Background: an optimization exercise with open tools, aiming at small area. Do not read the settings as production practice.
In this exercise RTL edits were held to simulation tests only and were not proved equivalent to the original.
Power is estimated from default activity; no workload was simulated.

**design/flow/design.v**
```verilog
module siggen_wave_rom (
    input  wire       clk,
    input  wire [5:0] cnt,
    input  wire [1:0] sel,
    input  wire       half,
    input  wire [5:0] x,
    output wire       s_b       
);
    reg [6:0] q;
    always @(*) begin
        case (x <= 6'd25 ? x[4:0] : 5'd18 - x[4:0])    
            5'd0: q = 7'd0;
            5'd1: q = 7'd8;
            5'd2: q = 7'd15;
            5'd3: q = 7'd23;
            5'd4: q = 7'd31;
            5'd5: q = 7'd39;
            5'd6: q = 7'd46;
            5'd7: q = 7'd54;
            5'd8: q = 7'd61;
            5'd9: q = 7'd68;
            5'd10: q = 7'd74;
            5'd11: q = 7'd81;
            5'd12: q = 7'd87;
            5'd13: q = 7'd92;
            5'd14: q = 7'd98;
            5'd15: q = 7'd103;
            5'd16: q = 7'd107;
            5'd17: q = 7'd111;
            5'd18: q = 7'd115;
            5'd19: q = 7'd118;
            5'd20: q = 7'd121;
            5'd21: q = 7'd123;
            5'd22: q = 7'd125;
            5'd23: q = 7'd126;
            5'd24: q = 7'd127;
            5'd25: q = 7'd127;
            default: q = 7'd0;
        endcase
    end
    wire inv   = half && (x != 6'd50);
    wire [2:0] j = cnt[2:0];
    wire sine_b = (j == 3'd0) ? !inv : (q[~j] ^ inv);
    wire       tri_ = (sel == 2'd1);
    wire [5:0] xm1  = x - 6'd1;
    wire [6:0] w    = (!tri_ && half) ? 7'd99 - {1'b0, x} : {1'b0, xm1};
    wire [7:0] w8   = {1'b0, w};
    wire       win  = (cnt >= 6'd40) && (cnt <= 6'd55);
    wire       b1   = win && (w8[~cnt[2:0]] ^ cnt[4]);
    reg  [6:0] r1;
    wire [7:0] t1   = {r1, b1};
    wire [7:0] d1   = tri_ ? 8'd50 : 8'd99;
    wire       ge1  = win && (t1 >= d1);
    always @(posedge clk)
        r1 <= ge1 ? t1[6:0] - d1[6:0] : t1[6:0];
    wire zero = !half && (x == 6'd0);
    assign s_b = (sel == 2'd0) ? sine_b :
                 (sel == 2'd3) ? !half :
                 (ge1 && !zero);
endmodule
module siggen_transform (
    input  wire        clk,
    input  wire        rst,
    input  wire [5:0]  cnt,
    input  wire        commit_a,
    input  wire        commit_b,
    input  wire        commit_c,
    input  wire        c_small,
    input  wire [4:0]  acc_lo,
    input  wire        emit,
    input  wire        acc_b,
    input  wire [8:0]  h,
    input  wire        s_b,
    input  wire [7:0]  dac,
    output reg  [7:0]  dac_nx,
    output wire        int_b       
);
    localparam [15:0] N2500 = 16'd2500;
    localparam [15:0] N20   = 16'd20;
    reg [7:0] k;       
    reg [7:0] m;       
    reg [8:0] r;
    reg [4:0] ival;    
    wire pdiv = (cnt[5:4] == 2'b10);         
    wire sdiv = (cnt[5:3] == 3'b110);        
    wire pact = pdiv && (commit_a || commit_b || commit_c);
    wire n_bit = commit_a ? N2500[~cnt[3:0]] : commit_c ? N20[~cnt[3:0]] : acc_b;
    wire [8:0] dv = sdiv ? {1'b0, k} : commit_a ? h : commit_c ? {4'd0, acc_lo} : 9'd250;
    wire [9:0]  t  = {r, pdiv ? n_bit : (sdiv ? s_b : 1'b0)};
    wire [10:0] df = {1'b0, t} - {2'b00, dv};
    wire        qb = !df[10] && (pact || sdiv);
    always @(posedge clk) begin
        if (cnt == 6'd47)
            r <= 9'd0;
        else
            r <= qb ? df[8:0] : t[8:0];
        if (rst) begin
            k    <= 8'd20;
            m    <= 8'd20;
            ival <= 5'd20;
        end else if (pact) begin
            if (commit_a)      k    <= {k[6:0], qb};
            else if (commit_b) m    <= {m[6:0], qb};
            else               ival <= {ival[3:0], qb && c_small};
        end
    end
    always @(*) begin
        dac_nx = dac;
        if (emit) begin
            if (sdiv)
                dac_nx = {dac[6:0], qb};
            else if (cnt == 6'd56)
                dac_nx = dac + m + 8'd1;
        end
    end
    assign int_b = (cnt[4:3] != 2'd0) ? 1'b0 : (cnt[2:0] == 3'd0) ? ival[0] : (cnt[2:0] == 3'd1) ? ival[1] :
                   (cnt[2:0] == 3'd2) ? ival[2] : (cnt[2:0] == 3'd3) ? ival[3] :
                   (cnt[2:0] == 3'd4) ? ival[4] : 1'b0;
endmodule
module siggen_cmd (
    input  wire        clk,
    input  wire        rst,
    input  wire [5:0]  cnt,
    input  wire        key_acc,
    input  wire [3:0]  code,
    output reg  [3:0]  status,
    output wire        commit_a,
    output wire        commit_b,
    output wire        commit_c,
    output wire        c_small,    
    output wire        acc_b,      
    output wire [8:0]  h,          
    output wire [4:0]  acc_lo
);
    reg [3:0]  len;
    reg [1:0]  pfx;
    reg        num;
    reg [15:0] acc;
    reg        sat;
    reg        ge, le;
    reg        gt, lt;
    reg [2:0]  dly;       
    reg [1:0]  cy;
    assign h      = acc[11:3];
    assign acc_lo = acc[4:0];
    assign c_small = !sat && le;
    assign acc_b = acc[~cnt[3:0]];
    wire upd = (cnt == 6'd63);
    wire win = (cnt[5:4] == 2'b11);
    wire [3:0] bi = cnt[3:0];
    reg       isdig;
    reg [3:0] d;
    always @(*) begin
        isdig = 1'b1;
        case (code)
            4'd0:  d = 4'd1;
            4'd1:  d = 4'd2;
            4'd2:  d = 4'd3;
            4'd4:  d = 4'd4;
            4'd5:  d = 4'd5;
            4'd6:  d = 4'd6;
            4'd8:  d = 4'd7;
            4'd9:  d = 4'd8;
            4'd10: d = 4'd9;
            4'd13: d = 4'd0;
            default: begin d = 4'd0; isdig = 1'b0; end
        endcase
    end
    wire is_d  = (code == 4'd15);
    wire empty = (len == 4'd0);
    wire full  = (len == 4'd9);
    wire pok   = num && (len != 4'd1);
    wire a_ok  = !sat && ge && le;
    wire c_ok  = (sat || ge) && !(full && gt);
    wire cmd   = key_acc && is_d && !empty && pok;
    wire app   = key_acc && !is_d && !full;      
    assign commit_a = cmd && pfx == 2'd1 && a_ok;
    assign commit_b = cmd && pfx == 2'd2 && a_ok;
    assign commit_c = cmd && pfx == 2'd3 && c_ok;
    always @(*) begin
        status = 4'd0;
        if (key_acc) begin
            if (is_d) begin
                if (empty || pfx == 2'd0) status = 4'd6;
                else if (!pok)            status = 4'd4;
                else case (pfx)
                    2'd1:    status = a_ok ? 4'd9  : 4'd1;
                    2'd2:    status = a_ok ? 4'd10 : 4'd2;
                    default: status = c_ok ? 4'd11 : 4'd3;
                endcase
            end else if (full)
                status = 4'd5;
        end
    end
    reg ddb;
    always @(*) begin
        case ({pfx == 2'd2, code, bi})
            9'd0: ddb = 1'b1;
            9'd17: ddb = 1'b1;
            9'd32: ddb = 1'b1;
            9'd33: ddb = 1'b1;
            9'd66: ddb = 1'b1;
            9'd80: ddb = 1'b1;
            9'd82: ddb = 1'b1;
            9'd97: ddb = 1'b1;
            9'd98: ddb = 1'b1;
            9'd128: ddb = 1'b1;
            9'd129: ddb = 1'b1;
            9'd130: ddb = 1'b1;
            9'd147: ddb = 1'b1;
            9'd160: ddb = 1'b1;
            9'd163: ddb = 1'b1;
            9'd256: ddb = 1'b1;
            9'd257: ddb = 1'b1;
            9'd260: ddb = 1'b1;
            9'd261: ddb = 1'b1;
            9'd273: ddb = 1'b1;
            9'd274: ddb = 1'b1;
            9'd277: ddb = 1'b1;
            9'd278: ddb = 1'b1;
            9'd288: ddb = 1'b1;
            9'd291: ddb = 1'b1;
            9'd292: ddb = 1'b1;
            9'd295: ddb = 1'b1;
            9'd322: ddb = 1'b1;
            9'd323: ddb = 1'b1;
            9'd326: ddb = 1'b1;
            9'd327: ddb = 1'b1;
            9'd336: ddb = 1'b1;
            9'd337: ddb = 1'b1;
            9'd338: ddb = 1'b1;
            9'd339: ddb = 1'b1;
            9'd340: ddb = 1'b1;
            9'd341: ddb = 1'b1;
            9'd342: ddb = 1'b1;
            9'd343: ddb = 1'b1;
            9'd353: ddb = 1'b1;
            9'd356: ddb = 1'b1;
            9'd357: ddb = 1'b1;
            9'd360: ddb = 1'b1;
            9'd384: ddb = 1'b1;
            9'd386: ddb = 1'b1;
            9'd389: ddb = 1'b1;
            9'd390: ddb = 1'b1;
            9'd392: ddb = 1'b1;
            9'd403: ddb = 1'b1;
            9'd404: ddb = 1'b1;
            9'd407: ddb = 1'b1;
            9'd408: ddb = 1'b1;
            9'd416: ddb = 1'b1;
            9'd417: ddb = 1'b1;
            9'd419: ddb = 1'b1;
            9'd422: ddb = 1'b1;
            9'd423: ddb = 1'b1;
            9'd424: ddb = 1'b1;
            default: ddb = 1'b0;
        endcase
    end
    wire [2:0] sum = {2'b00, dly[0]} + {2'b00, dly[2]} + {2'b00, ddb} + {1'b0, cy};
    wire       nb  = sum[0] && !empty;
    wire       ovf = (sum[2:1] != 2'd0) || acc[0] || dly[0] || dly[1];
    localparam [15:0] LO_A = 16'd100,  HI_A = 16'd2500;
    localparam [15:0] LO_B = 16'd2550, HI_B = 16'd63750;
    localparam [15:0] LO_C = 16'd1,    HI_C = 16'd20;
    wire lo_b = (pfx == 2'd1) ? LO_A[bi] : (pfx == 2'd2) ? LO_B[bi] : LO_C[bi];
    wire hi_b = (pfx == 2'd1) ? HI_A[bi] : (pfx == 2'd2) ? HI_B[bi] : HI_C[bi];
    wire ge_in = (bi == 4'd0) || ge;
    wire le_in = (bi == 4'd0) || le;
    always @(posedge clk) begin
        if (win && app) begin
            acc <= {nb, acc[15:1]};
        end
        dly <= {dly[1:0], win && acc[0]};
        cy  <= win ? sum[2:1] : 2'd0;
    end
    wire dz = (code == 4'd13), d1 = (code == 4'd0), d2 = (code == 4'd1);
    wire p1 = (len == 4'd1), p2 = (len == 4'd2);
    wire d_gt = !dz && !(p1 && d1) && !(p2 && (d1 || d2));
    wire d_lt = (p1 && dz) || (p2 && (dz || d1));
    always @(posedge clk) begin
        if (rst) begin
            len  <= 4'd0;
        end else begin
            if (win && app && !empty) begin
                ge <= lo_b ? (nb & ge_in) : (nb | ge_in);
                le <= nb ? (hi_b & le_in) : (hi_b | le_in);
            end
            if (upd) begin
            if (key_acc) begin
                if (is_d || full)
                    len <= 4'd0;
                else begin
                    len <= len + 4'd1;
                    if (empty) begin
                        pfx <= (code == 4'd3) ? 2'd1 : (code == 4'd7) ? 2'd2 :
                               (code == 4'd11) ? 2'd3 : 2'd0;
                        num <= 1'b1;
                        sat <= 1'b0;
                        ge  <= 1'b0;
                        le  <= 1'b1;
                        gt  <= 1'b0;
                        lt  <= 1'b0;
                    end else begin
                        if (!isdig) num <= 1'b0;
                        sat <= sat || ovf;
                        if (!gt && !lt) begin
                            gt <= d_gt;
                            lt <= d_lt;
                        end
                    end
                end
            end
            end
        end
    end
endmodule
module siggen (
    input  wire        clk,
    input  wire        rst,
    input  wire [31:0] now,
    input  wire [3:0]  col,
    input  wire        btn,
    output wire [3:0]  row_sel,
    output reg  [7:0]  dac,
    output wire [3:0]  status,
    output reg         emit,
    output wire        done
);
    reg  [5:0] cnt;
    wire [4:0] bi    = cnt[4:0];
    wire       pass2 = cnt[5];
    wire       bit0  = (bi == 5'd0);
    assign done = (cnt == 6'd63);
    always @(posedge clk) begin
        if (rst) cnt <= 6'd0;
        else     cnt <= cnt + 6'd1;
    end
    wire row_cyc = (cnt[5:3] == 3'd0) && !cnt[0];
    assign row_sel = row_cyc ? (4'b0001 << cnt[2:1]) : 4'b0000;
    reg       found;
    reg [3:0] code;
    always @(posedge clk) begin
        if (row_cyc && (cnt[2:1] == 2'd0 || !found)) begin
            found <= |col;
            code  <= {cnt[2:1], col[0] ? 2'd0 : col[1] ? 2'd1 : col[2] ? 2'd2 : 2'd3};
        end
    end
    wire now_b = now[bi];
    reg [31:0] tk, tb, dl;       
    reg        tkz, tbz, first;  
    reg        ck, cb, cd, ca;   
    reg        gek, geb;         
    wire int_b;
    wire ca_in = !bit0 & ca;
    wire da    = emit & int_b;
    wire dl_b  = first ? now_b : (dl[0] ^ da ^ ca_in);
    wire tk_b = tk[0] & !tkz;
    wire tb_b = tb[0] & !tbz;
    wire c500 = (bi == 5'd2) || (bi >= 5'd4 && bi <= 5'd8);
    wire c300 = (bi == 5'd2) || (bi == 5'd3) || (bi == 5'd5) || (bi == 5'd8);
    wire ck_in = !bit0 & ck;
    wire cb_in = !bit0 & cb;
    wire cd_in = !bit0 & cd;
    wire dk = now_b ^ tk_b ^ ck_in;
    wire db = now_b ^ tb_b ^ cb_in;
    wire gek_in = bit0 | gek;
    wire geb_in = bit0 | geb;
    wire key_acc = found & gek;
    wire btn_acc = !btn_prev & btn & geb;
    reg btn_prev;
    reg [1:0] sel;
    always @(posedge clk) begin
        tk <= {(pass2 && key_acc) ? now_b : tk[0], tk[31:1]};
        tb <= {(pass2 && btn_acc) ? now_b : tb[0], tb[31:1]};
        dl <= {pass2 ? dl[0] : dl_b, dl[31:1]};
        if (!pass2) begin
            ck  <= (!now_b & tk_b) | (!(now_b ^ tk_b) & ck_in);
            cb  <= (!now_b & tb_b) | (!(now_b ^ tb_b) & cb_in);
            cd  <= (!now_b & dl_b) | (!(now_b ^ dl_b) & cd_in);
            ca  <= (dl[0] & da) | ((dl[0] ^ da) & ca_in);
            gek <= c500 ? (dk & gek_in) : (dk | gek_in);
            geb <= c300 ? (db & geb_in) : (db | geb_in);
            if (bi == 5'd31)
                emit <= !(now_b ^ dl_b ^ cd_in);
        end
    end
    always @(posedge clk) begin
        if (rst) begin
            tkz      <= 1'b1;
            tbz      <= 1'b1;
            first    <= 1'b1;
            btn_prev <= 1'b0;
            sel      <= 2'd0;
        end else begin
            if (cnt == 6'd32 && btn_acc)
                sel <= sel + 2'd1;
            if (done) begin
                if (key_acc) tkz <= 1'b0;
                if (btn_acc) tbz <= 1'b0;
                first    <= 1'b0;
                btn_prev <= btn;
            end
        end
    end
    wire commit_a, commit_b, commit_c, c_small;
    wire [4:0] acc_lo;
    wire acc_b;
    wire [8:0] h;
    siggen_cmd u_cmd (
        .clk      (clk),
        .rst      (rst),
        .cnt      (cnt),
        .key_acc  (key_acc),
        .code     (code),
        .status   (status),
        .commit_a (commit_a),
        .commit_b (commit_b),
        .commit_c (commit_c),
        .c_small  (c_small),
        .acc_b    (acc_b),
        .h        (h),
        .acc_lo   (acc_lo)
    );
    reg        half;       
    reg  [5:0] x;
    wire       s_b;
    siggen_wave_rom u_rom (
        .clk    (clk),
        .cnt    (cnt),
        .sel    (sel),
        .half   (half),
        .x      (x),
        .s_b    (s_b)
    );
    wire [7:0] dac_nx;
    siggen_transform u_xf (
        .clk      (clk),
        .rst      (rst),
        .cnt      (cnt),
        .commit_a (commit_a),
        .commit_b (commit_b),
        .commit_c (commit_c),
        .c_small  (c_small),
        .acc_lo   (acc_lo),
        .emit     (emit),
        .acc_b    (acc_b),
        .h        (h),
        .s_b      (s_b),
        .dac      (dac),
        .dac_nx   (dac_nx),
        .int_b    (int_b)
    );
    always @(posedge clk) begin
        dac <= dac_nx;
        if (rst) begin
            half <= 1'b0;
            x    <= 6'd0;
        end else if (cnt == 6'd56 && emit) begin
            if (!half && x == 6'd49) begin
                half <= 1'b1;
                x    <= 6'd50;
            end else if (half && x == 6'd1) begin
                half <= 1'b0;
                x    <= 6'd0;
            end else
                x <= half ? x - 6'd1 : x + 6'd1;
        end
    end
endmodule
```
**design/flow/flow/run.sh**
```bash
#!/bin/bash
# Layout flow: the standard layout (standard.sh) with these changes:
# - synthesis maps the combinational logic with flow/abc.script (an area-oriented ABC
#   script, amap) and skips Yosys's extract_fa pass, so adders are mapped by ABC like the
#   other logic; everything before the mapping, the flip-flops included, is the standard
#   synthesis;
# - the port buffers are sky130_fd_sc_hd__buf_1;
# - the clock tree uses clkbuf_8 buffers in small clusters and no dummy loads.
set -euo pipefail
W=$(pwd)
export MY_ABC="$W/flow/abc.script"
export MY_NOFA=1
CTS="-sink_clustering_enable -repair_clock_nets -buf_list sky130_fd_sc_hd__clkbuf_8 -root_buf sky130_fd_sc_hd__clkbuf_8 -sink_clustering_size 16 -sink_clustering_max_diameter 60 -dont_use_dummy_load"
bash standard.sh SYNTH_SCRIPT="$W/flow/my_synth.tcl" \
  "BUFFER_PORTS_ARGS=-buffer_cell sky130_fd_sc_hd__buf_1" \
  "CTS_ARGS=$CTS" finish > "$W/layout.log" 2>&1
```
**design/flow/flow/abc.script**
```
strash
dc2
dch -f
amap
topo
dnsize -c
```
**design/flow/flow/my_synth.tcl**
```tcl
proc synth {args} { yosys synth -nofsm -noshare {*}$args }
proc abc {args} {
  if {[info exists ::env(MY_ABC)] && $::env(MY_ABC) ne ""} {
    set i [lsearch $args -script]
    lset args [expr {$i + 1}] $::env(MY_ABC)
  }
  yosys abc {*}$args
}
if {[info exists ::env(MY_NOFA)] && $::env(MY_NOFA) eq "1"} {
  proc extract_fa {args} { }
}
source $::env(SCRIPTS_DIR)/synth.tcl
# left out here: clear keep_hierarchy, flatten, clean up, hide names made inside functions, write 1_2_yosys.v
```
**design/flow/standard.sh**
```bash
#!/bin/bash
# synth_recipe.tcl (not shown) runs the flow's synth.tcl, then flattens the netlist and writes it again
# the make line also repeats each setting of config.mk as NAME=value (left out here)
make -C /OpenROAD-flow-scripts/flow DESIGN_CONFIG=/design/flow/config.mk WORK_HOME=/design/flow/orfs CLKGATE_MAP_FILE= SYNTH_SCRIPT=/design/flow/synth_recipe.tcl "${@:-finish}"
```
**design/flow/config.mk**
```make
export PLATFORM = sky130hd
export DESIGN_NAME = siggen
export DESIGN_NICKNAME = siggen
export VERILOG_FILES = /design/flow/design.v
export SDC_FILE = /design/flow/constraint.sdc
export NUM_CORES = 4
export LEC_CHECK = 0
export ABC_AREA = 1
export CAP_MARGIN = 20
export CORE_MARGIN = 2
export CORE_UTILIZATION = 40
export SLEW_MARGIN = 20
```
**design/flow/constraint.sdc**
```tcl
create_clock -name core_clock -period 150.0 [get_ports {clk}]
set_input_delay 30.0000 -clock core_clock [delete_from_list [all_inputs] [get_ports {clk}]]
set_output_delay 30.0000 -clock core_clock [all_outputs]
set_load 0.01 [all_outputs]
```
==> results_dict.tcl, run 1 <==
set metrics [dict create \
    status "finished clean" \
    path_cells "clkinv_1 -> nor2_1 -> clkinv_1 -> nor2_1 -> nand2_1 -> nor2_1 -> clkinv_1 -> nor2_1 -> buf_1" \
    ys_seq_area_share_pct 54.6 \
    crit_fanout 15 \
    rr_worst_depth 28 \
    antenna_found_initial 0 \
    max_stage_delay_ns 0.87 \
    ant_nets 0 \
    synth.avg_cell_area_um2 8.79 \
    whs_endpoint "u_cmd.dly[2]" \
    dp_hpwl_um 14700 \
    postLayoutCoreUtil_pct 45.1 \
    final-max-slew-violation-count 0 \
    power_mw 0.0925 \
    ctsResizeCount 0 \
    nets 1069 \
    path_class "register to output pin" \
    fmax_ghz 0.0294 \
    initial_core_util_pct 40.9 \
    finalClockSkew_ns 0.0922 \
    syn_inst 947 \
    via_count 7123 \
    hold_slack_ns 0.282 \
    boundaryPins 57 \
    powerDensity_nw_per_um2 10.1 \
    routed_wl_um 20600 \
    post_cts_buffers 0 \
    insertion_delay_ns 0.54 \
    slowest_stage "nor2_1" \
    setup_tns_ns 0 \
    final_cell_area_um2 9180 \
    diodes 0 \
    ys_seq_elements 205 \
    leakagePower_nw 3.11 \
    synth_flop_cell "dfxtp_1" \
    dp_cells 1280 \
    synth-edff-count 44 \
    grt_pass1_vias 6535 \
    holdPathStages 0 \
    die_h_um 148 \
    viasPerCell 5.49 \
    arrival_ns 3.97 \
    grt_setup_unrepaired "no" \
    cts_tree "yes" \
    clk_pin_slew_ns 0.09 \
    period_share_pct 22.6 \
    synth_nets 986 \
    postPlaceCellArea_um2 8930 \
    htreeDepth 1 \
    clkSinkCount 205 \
    gp_congestion 0.917 \
    max_cap_viol_count 0 \
    post-place-ws_ns 116.66 \
    wire_per_inst_um 15.9 \
    rr_endpoint "u_xf.r[0]" \
    crit-reg2reg-launch "cnt[0]" \
    synth_most_common_cell "nor2_1" \
    synth_warnings 4 \
    synth_common_cells "193 x nor2_1, 161 x dfxtp_1, 99 x clkinv_1, 79 x nand2_1, 64 x a21oi_1" \
    numCtsBuffers 18 \
    end_kind "output pin" \
    die_area_um2 22000 \
    fp.coreArea_um2 20400 \
    worstMarginPinSlew_ns 1.07 \
    syn-cell-area_um2 8330 \
    drcViolationCount 0 \
    slew_headroom_pct 28.7 \
    yosysTopAreaCellShare_pct 38.7 \
    synth.distinct_cells 42 \
    hold_path_class "register to register" \
    start_kind "register" \
    synth_top_area_cell "dfxtp_1" \
    cp_common_cell "nor2_1" \
    ff2ff_setup_slack_ns 141.24 \
    gr-total-overflow 0 \
    layout.filler_cells 2000 \
    fin_cells 1298 \
    die_x_um 148 \
    cts_buffer_depth 3 \
    finalWorstSetupSlack_ns 116.03 \
    holdBufCountCts 0 \
    grt_start_max_net_pins 33 \
    grt_pass1_wl_um 33600 \
    track_usage_pct 18.8 \
    first_pass_iters 5 \
    cts-root-buf "clkbuf_8" \
    first_iter_violations 519 \
    area_growth_syn_to_layout_pct 10.2 \
    hold_start "u_cmd.dly[1]" \
    irDropWorstVdd_v 0.00000756 \
    async_reset_ff_share_pct 0 \
    cp.required_ns 120.00 \
    io_buffers 56 \
    min_period_ns 33.97 \
    finalSetupViolCount 0 \
    layout-drive-gt1-share_pct 2.53 \
    synth_area_leaders "dfxtp_1 39%, edfxtp_1 16%, nor2_1 8.7%" \
    hold_viol 0 \
    rows 52 \
]
==> cell families (layout without fill, tap and decap cells) <==
group	Yosys count	in the layout	synth area share, %
flops	205	205	54.6
compound gates	294	294	23.5
simple gates	349	349	17.5
buf+inv	99	180	4.46
==> layout by cell type, fill, tap and decap left out, types with 4 or more instances in the layout <==
cell type  instances
a21oi_1           64
a211oi_1          25
dfxtp_1          161
a221o_1            4
a222oi_1           4
o221a_1            7
nor2_1           193
clkinv_1          99
o22ai_1           30
buf_1             56
or3_1              6
nand3_1           13
nand4_1            6
nand2_1           79
or2_0              8
a31oi_1           16
nor4_1             4
o21ai_0           57
clkbuf_8          18
edfxtp_1          44
a22o_1             5
o21a_1            10
a22oi_1           18
a221oi_1          18
o22a_1             4
buf_4              7
o211ai_1           5
nor3_1            29
o31ai_1            5
==> worst max-delay path, delay by kind of cell (launching register included) <==
kind / cells / cell delay, ns
and+or+nand+nor: 5 / 1.82
buffers and inverters: 4 / 1.07
DFF: 1 / 0.55
==> power breakdown <==
group	leakage, nW	total [mW]	switching (mW)	internal (mW)
clock network	0.129	0.0274	0.0167	0.0108
logic	1.25	0.00612	0.00408	0.00204
registers	1.73	0.0589	0.000820	0.0581
==> area by class of cell <==
| class | instances | area, um2 | share of cell area [%] |
|---|---|---|---|
| timing repair buffer | 63 | 263 | 2.86 |
| multi-input combinational | 643 | 3420 | 37.2 |
| clock buffer | 18 | 248 | 2.70 |
| tap | 270 | 338 | 3.68 |
| inverter | 99 | 372 | 4.05 |
| sequential | 205 | 4540 | 49.5 |
==> worst max-delay path by stage <==
stage / startpoint / endpoint / slack (ns) / cells after the start
6_report: cnt[0] / done / 116.03 / 9
5_1_grt: cnt[0] / done / 115.58 / 9
4_1_cts: cnt[1] / done / 116.04 / 9
3_5_place_dp: cnt[0] / done / 116.66 / 9
3_3_place_gp: cnt[0] / done / 116.89 / 9
2_1_floorplan: code[2] / status[3] / 117.60 / 9
==> layer usage <==
layer	GRT usage (%)	wire length, um
met3	3.80	1750
met5	0	0
met4	6.14	537
met2	28.1	8510
met1	27.3	9810
==> sequential cells by signal (all words and copies together) (netlist names), 5 cells and up <==
name       count
tb            32
u_xf.ival      5
dl            32
u_xf.m         8
cnt            6
u_xf.k         8
u_rom.r1       7
u_cmd.acc     16
tk            32
u_xf.r         9
x              6
dac            8
==> run 2: changes to the inputs <==
--- a/design/flow/design.v
+++ b/design/flow/design.v
@@ -347,20 +347,20 @@
     end
     wire now_b = now[bi];
     reg [31:0] tk, tb, dl;       
-    reg        tkz, tbz, first;  
+    reg        first;            
     reg        ck, cb, cd, ca;   
     reg        gek, geb;         
     wire int_b;
-    wire ca_in = !bit0 & ca;
+    wire ca_in = ca;
     wire da    = emit & int_b;
     wire dl_b  = first ? now_b : (dl[0] ^ da ^ ca_in);
-    wire tk_b = tk[0] & !tkz;
-    wire tb_b = tb[0] & !tbz;
+    wire tk_b = tk[0] & !first;
+    wire tb_b = tb[0] & !first;
     wire c500 = (bi == 5'd2) || (bi >= 5'd4 && bi <= 5'd8);
     wire c300 = (bi == 5'd2) || (bi == 5'd3) || (bi == 5'd5) || (bi == 5'd8);
-    wire ck_in = !bit0 & ck;
-    wire cb_in = !bit0 & cb;
-    wire cd_in = !bit0 & cd;
+    wire ck_in = ck;
+    wire cb_in = cb;
+    wire cd_in = cd;
     wire dk = now_b ^ tk_b ^ ck_in;
     wire db = now_b ^ tb_b ^ cb_in;
     wire gek_in = bit0 | gek;
@@ -370,10 +370,10 @@
     reg btn_prev;
     reg [1:0] sel;
     always @(posedge clk) begin
-        tk <= {(pass2 && key_acc) ? now_b : tk[0], tk[31:1]};
-        tb <= {(pass2 && btn_acc) ? now_b : tb[0], tb[31:1]};
+        tk <= {(pass2 && key_acc) ? now_b : tk_b, tk[31:1]};
+        tb <= {(pass2 && btn_acc) ? now_b : tb_b, tb[31:1]};
         dl <= {pass2 ? dl[0] : dl_b, dl[31:1]};
-        if (!pass2) begin
+        if (!pass2 && !rst) begin
             ck  <= (!now_b & tk_b) | (!(now_b ^ tk_b) & ck_in);
             cb  <= (!now_b & tb_b) | (!(now_b ^ tb_b) & cb_in);
             cd  <= (!now_b & dl_b) | (!(now_b ^ dl_b) & cd_in);
@@ -382,12 +382,15 @@
             geb <= c300 ? (db & geb_in) : (db | geb_in);
             if (bi == 5'd31)
                 emit <= !(now_b ^ dl_b ^ cd_in);
+        end else begin
+            ck <= 1'b0;
+            cb <= 1'b0;
+            cd <= 1'b0;
+            ca <= 1'b0;
         end
     end
     always @(posedge clk) begin
         if (rst) begin
-            tkz      <= 1'b1;
-            tbz      <= 1'b1;
             first    <= 1'b1;
             btn_prev <= 1'b0;
             sel      <= 2'd0;
@@ -395,8 +398,6 @@
             if (cnt == 6'd32 && btn_acc)
                 sel <= sel + 2'd1;
             if (done) begin
-                if (key_acc) tkz <= 1'b0;
-                if (btn_acc) tbz <= 1'b0;
                 first    <= 1'b0;
                 btn_prev <= btn;
             end
==> design/flow/flow/abc.script (replaced) <==
strash
&get -n
&deepsyn -T 60
&put
dch -f
amap
topo
==> run 2 against run 1 <==
Still clean on timing, DRC and antenna. Total power fell by 0.66%. Via count fell by 5.5%. Global-route usage rose by 0.19 points. Synthesized cell count fell by 5.9%. Register-to-register slack got worse by 0.30 ns. Wire length fell by 4.6%. Non-clock buffer count fell by 2. Largest power group unchanged. Highest routed layer unchanged.
==> results_dict.tcl, run 2 <==
set metrics [dict create \
    grt_pass1_wl_um 31300 \
    synth.distinct_cells 44 \
    yosysTopAreaCellShare_pct 41.3 \
    cp.required_ns 120.00 \
    finalClockSkew_ns 0.100 \
    crit_fanout 7 \
    holdBufCountCts 0 \
    via_count 6731 \
    worstMarginPinSlew_ns 0.859 \
    synth-edff-count 40 \
    arrival_ns 3.74 \
    dp_hpwl_um 14300 \
    start_kind "register" \
    post_cts_buffers 0 \
    syn-cell-area_um2 7910 \
    synth_common_cells "197 x nor2_1, 163 x dfxtp_1, 105 x clkinv_1, 65 x nand2_1, 52 x o21ai_0" \
    synth_top_area_cell "dfxtp_1" \
    grt_pass1_vias 6193 \
    max_stage_delay_ns 0.63 \
    finalWorstSetupSlack_ns 116.26 \
    synth_flop_cell "dfxtp_1" \
    path_class "register to output pin" \
    htreeDepth 1 \
    hold_path_class "register to register" \
    max_cap_viol_count 0 \
    nets 1011 \
    routed_wl_um 19700 \
    ys_seq_elements 203 \
    layout_common_cells "197 x nor2_1, 163 x dfxtp_1, 105 x clkinv_1" \
    die_h_um 145 \
    insertion_delay_ns 0.54 \
    reg_top3 "dl x32, tb x32, tk x32" \
    min_period_ns 33.74 \
    slowest_stage "or4b_1" \
    gr-total-overflow 0 \
    leakagePower_nw 2.99 \
    path_cells "clkinv_1 -> nor2_1 -> nand2_1 -> nor2_1 -> nand3_1 -> nand3b_1 -> or4b_1 -> nor3_1 -> clkinv_1 -> nand2_1 -> nor2_1 -> clkinv_1 -> buf_1" \
    diodes 0 \
    irDropWorstVdd_v 0.00000867 \
    gp_congestion 0.904 \
    ant_nets 0 \
    hold_slack_ns 0.323 \
    cts_buffer_depth 3 \
    synth.avg_cell_area_um2 8.87 \
    clkSinkCount 203 \
    fmax_ghz 0.0296 \
    drcViolationCount 0 \
    track_usage_pct 19.0 \
    first_pass_iters 5 \
    die_x_um 145 \
    synth_nets 930 \
    layout-drive-gt1-share_pct 2.47 \
    powerDensity_nw_per_um2 10.5 \
    hold_viol 0 \
    synth_warnings 4 \
    async_reset_ff_share_pct 0 \
    syn_inst 891 \
    period_share_pct 22.5 \
    antenna_found_initial 0 \
    initial_core_util_pct 40.8 \
    fp.coreArea_um2 19400 \
    viasPerCell 5.45 \
    area_growth_syn_to_layout_pct 10.5 \
    die_area_um2 20900 \
    setup_tns_ns 0 \
    clk_pin_slew_ns 0.10 \
    rows 51 \
    mostFrequentLayoutCell "nor2_1" \
    synth_area_leaders "dfxtp_1 41%, edfxtp_1 15%, nor2_1 9.4%" \
    boundaryPins 57 \
    finalSetupViolCount 0 \
    cts-root-buf "clkbuf_8" \
    grt_setup_unrepaired "no" \
    synth_most_common_cell "nor2_1" \
    ctsResizeCount 0 \
    wire_per_inst_um 15.9 \
    first_iter_violations 590 \
    ys_seq_area_share_pct 56.5 \
    numCtsBuffers 18 \
    cts_tree "yes" \
    status "finished clean" \
    post-place-ws_ns 116.85 \
    grt_start_max_net_pins 22 \
    final-max-slew-violation-count 0 \
    slew_headroom_pct 42.5 \
    io_buffers 56 \
    end_kind "output pin" \
]
## run 2: final timing paths
| path | endpoint | slack (ns) | start | cells past startpoint |
|---|---|---|---|---|
| max | status[3] | 116.26 | code[3] | 13 |
| min | tk[0] | 0.32 | tk[1] | 0 |
| max reg2reg | u_xf.r[7] | 140.94 | cnt[1] | 43 |
| min reg2reg | tk[0] | 0.32 | tk[1] | 0 |
## run 2: metrics by stage
step / instance area (um2) / cells / utilization [%] / power, mW
after global routing: 8740 / 1235 / 45.0 / 0.0957
after detailed placement: 8490 / 1217 / 43.8 / 0.0656
after global placement: 8490 / 1217 / 43.8 / 0.0656
final: 8740 / 1235 / 45.0 / 0.0919
after floorplan: 7910 / 891 / - / 0.0632
after CTS: 8740 / 1235 / 45.0 / 0.0931
## run 2: final cells by class
class / instances / area [um2]
fill: 1972 / 10700
inverter: 105 / 394
sequential: 203 / 4460
timing repair buffer: 61 / 248
tap: 265 / 332
clock buffer: 18 / 248
multi-input combinational: 583 / 3050
## run 2: cell families (layout without fill, tap and decap cells)
| group | after synthesis | after routing | share of synthesized area (%) |
|---|---|---|---|
| simple gates | 338 | 338 | 18.0 |
| compound gates | 245 | 245 | 20.6 |
| flops | 203 | 203 | 56.5 |
| buf+inv | 105 | 184 | 4.99 |
## run 2: critical path: cells and delay by family, from the launching register on
family | cells | cell delay [ns]
and+or+nand+nor | 9 | 2.16
buffers and inverters | 4 | 0.66
DFF | 1 | 0.39
## run 2: layer usage
metal	routed length [um]	track usage (%)
met1	9480	26.8
met4	491	6.34
met2	8460	29.7
met3	1240	3.01
met5	0	0
## run 2: power breakdown
part	switching [mW]	total [mW]	internal, mW
clock	0.0166	0.0274	0.0108
sequential	0.000918	0.0585	0.0575
combinational	0.00397	0.00601	0.00203
==> run 3: changes to the inputs <==
==> design/flow/flow/run.sh (replaced) <==
#!/bin/bash
# Layout flow: the standard layout (standard.sh) with these changes:
# - synthesis maps the combinational logic with flow/abc.script (an area-oriented ABC
#   script, amap) and skips Yosys's extract_fa pass, so adders are mapped by ABC like the
#   other logic; everything before the mapping, the flip-flops included, is the standard
#   synthesis;
# - the port buffers are sky130_fd_sc_hd__buf_1;
# - the clock tree uses clkbuf_16 buffers in larger clusters in small clusters and no dummy loads.
set -euo pipefail
W=$(pwd)
export MY_ABC="$W/flow/abc.script"
export MY_NOFA=1
CTS="-sink_clustering_enable -repair_clock_nets -buf_list sky130_fd_sc_hd__clkbuf_16 -root_buf sky130_fd_sc_hd__clkbuf_8 -sink_clustering_size 30 -sink_clustering_max_diameter 80 -dont_use_dummy_load"
bash standard.sh SYNTH_SCRIPT="$W/flow/my_synth.tcl" \
  "BUFFER_PORTS_ARGS=-buffer_cell sky130_fd_sc_hd__buf_1" \
  "CTS_ARGS=$CTS" finish > "$W/layout.log" 2>&1
==> run 3 against run 2 <==
Critical path depth did not move. Setup slack improved by 0.098 ns. Sequential power is essentially flat. Non-clock buffer count stayed put. Design area increased by 0.21%. Critical endpoint unchanged. Largest cell class unchanged. Largest power group unchanged.
==> results_dict.tcl, run 3 <==
set metrics [dict create \
    powerDensity_nw_per_um2 10.7 \
    boundaryPins 57 \
    slew_headroom_pct 42.7 \
    worstMarginPinSlew_ns 0.856 \
    ff2ff_setup_slack_ns 141.06 \
    grt_start_max_net_pins 31 \
    status "finished clean" \
    cts-root-buf "clkbuf_8" \
    die_h_um 145 \
    wire_per_inst_um 16.0 \
    reg_top3 "dl x32, tb x32, tk x32" \
    power_mw 0.0933 \
    area_growth_syn_to_layout_pct 10.8 \
    grt_pass1_wl_um 31100 \
    layout-drive-gt1-share_pct 1.87 \
    cp.required_ns 120.00 \
    synth_common_cells "197 x nor2_1, 163 x dfxtp_1, 105 x clkinv_1, 65 x nand2_1, 52 x o21ai_0" \
    start_kind "register" \
    arrival_ns 3.64 \
    viasPerCell 5.45 \
    synth-edff-count 40 \
    synth_flop_cell "dfxtp_1" \
    track_usage_pct 18.8 \
    fmax_ghz 0.0297 \
    antenna_found_initial 0 \
    io_buffers 56 \
    synth_top_area_cell "dfxtp_1" \
    dp_hpwl_um 14300 \
    yosysTopAreaCellShare_pct 41.3 \
    cp-startpoint "code[3]" \
    grt_setup_unrepaired "no" \
    numCtsBuffers 12 \
    final-max-slew-violation-count 0 \
    initial_core_util_pct 40.8 \
    postPlaceCellArea_um2 8490 \
    final_cell_area_um2 8760 \
    endpoint "status[3]" \
    syn_inst 891 \
    synth.avg_cell_area_um2 8.87 \
    cts_buffer_depth 3 \
    clk_pin_slew_ns 0.10 \
    nets 1005 \
    grt_pass1_vias 6129 \
    setup_tns_ns 0 \
    irDropWorstVdd_v 0.00000784 \
    rr_worst_depth 43 \
    synth.distinct_cells 44 \
    first_pass_iters 7 \
    post_cts_buffers 0 \
    synth_nets 930 \
    ys_seq_area_share_pct 56.5 \
    clkSinkCount 203 \
    syn-cell-area_um2 7910 \
    crit-reg2reg-launch "cnt[1]" \
    period_share_pct 22.4 \
    htreeDepth 1 \
    layout_common_cells "197 x nor2_1, 163 x dfxtp_1, 105 x clkinv_1" \
    end_kind "output pin" \
    diodes 0 \
    gp_congestion 0.904 \
    leakagePower_nw 2.99 \
    crit_fanout 7 \
    synth_warnings 4 \
    first_iter_violations 596 \
    insertion_delay_ns 0.52 \
    cts_tree "yes" \
    rr_endpoint "u_xf.r[7]" \
    routed_wl_um 19600 \
    hold_viol 0 \
    fp.coreArea_um2 19400 \
    die_x_um 145 \
    max_cap_viol_count 0 \
    hold_path_class "register to register" \
    ant_nets 0 \
    synth_area_leaders "dfxtp_1 41%, edfxtp_1 15%, nor2_1 9.4%" \
    mostFrequentLayoutCell "nor2_1" \
    finalSetupViolCount 0 \
    min_period_ns 33.64 \
    synth_most_common_cell "nor2_1" \
    die_area_um2 20900 \
    finalClockSkew_ns 0.0890 \
    gr-total-overflow 0 \
    via_count 6698 \
    ctsResizeCount 0 \
    ys_seq_elements 203 \
    holdBufCountCts 0 \
    path_class "register to output pin" \
    drcViolationCount 0 \
    async_reset_ff_share_pct 0 \
    rows 51 \
]
[run 3: changes by cell type in the layout (fill, tap and decap cells not counted)]
cell / before / now
clkbuf_8: 18 / 3
clkbuf_16: 0 / 9
[run 3: cells by family (layout without fill, tap and decap cells)]
logic type	Yosys count	in the layout	share of synthesized area, %
compound gates	245	245	20.6
buf+inv	105	178	4.99
flops	203	203	56.5
simple gates	338	338	18.0
[run 3: critical path: stages, from the launching register on]
cell	delay (ns)
edfxtp_1	0.38
clkinv_1	0.19
nor2_1	0.22
nand2_1	0.11
nor2_1	0.23
nand3_1	0.13
nand3b_1	0.20
or4b_1	0.63
nor3_1	0.34
clkinv_1	0.27
nand2_1	0.19
nor2_1	0.10
clkinv_1	0.06
buf_1	0.14
[run 3: final cells by class]
cell class	instances	area, um2
tap	265	332
sequential	203	4460
timing repair buffer	61	248
clock buffer	12	267
fill	1965	10600
multi-input combinational	583	3050
inverter	105	394
[run 3: metrics by stage]
| step | cells | util (%) | hold WS (ns) | setup WS, ns |
|---|---|---|---|---|
| after floorplan | 891 | - | 0.310 | 117.42 |
| after global placement | 1217 | 43.8 | 0.311 | 116.96 |
| after detailed placement | 1217 | 43.8 | 0.312 | 116.85 |
| after CTS | 1229 | 45.1 | 0.306 | 116.40 |
| after global routing | 1229 | 45.1 | 0.313 | 115.99 |
| final | 1229 | 45.1 | 0.307 | 116.36 |
[run 3: where the power goes]
part | total [mW] | switching (mW) | internal, mW
Combinational | 0.00601 | 0.00397 | 0.00203
Clock | 0.0288 | 0.0163 | 0.0126
Sequential | 0.0585 | 0.000914 | 0.0575
[run 3: layer usage]
| metal | share of wire, % | track usage (%) | vias to the layer above |
|---|---|---|---|
| met4 | 1.9 | 5.16 | 0 |
| met5 | 0 | 0 | - |
| li1 | - | - | 3310 |
| met3 | 6.3 | 2.55 | 34 |
| met1 | 49 | 27.0 | 3114 |
| met2 | 43 | 29.7 | 240 |
[run 3: worst min-delay path by stage]
stage	startpoint	end	slack, ns	cells past startpoint
finish	tb[7]	tb[6]	0.31	0
global route	tb[5]	tb[4]	0.31	0
CTS	tb[7]	tb[6]	0.31	0
detailed placement	tb[4]	tb[3]	0.31	0
global placement	tk[15]	tk[14]	0.31	0
floorplan	dl[1]	dl[0]	0.31	0

## static timing again, ports no longer ideal
In the flow no input, the clock included, has a driving cell. The finished layouts below were timed again as built, in two steps.
Step 1: set_driving_cell puts a clkbuf_16 on clk and a buf_2 on each other input, an assumption about the parent block.
Step 2, shift: input delay + t, output delay - t, t = (earliest + latest rising clock arrival at the registers) / 2. This alone moves slack from input paths to output paths.
Three values: no drivers, after step 1, after step 2; two values: the first two.
| run | t (ns) | setup WS [ns] | slew at the worst register clock pin (ns) |
|---|---|---|---|
| run 1 | 0.535 | 116.032 / 115.989 / 116.524 | 0.11 / 0.11 |
| run 2 | 0.529 | 116.263 / 116.224 / 116.753 | 0.10 / 0.10 |
| run 3 | 0.511 | 116.361 / 116.322 / 116.832 | 0.11 / 0.11 |
After both steps setup and hold are still met in every run listed.
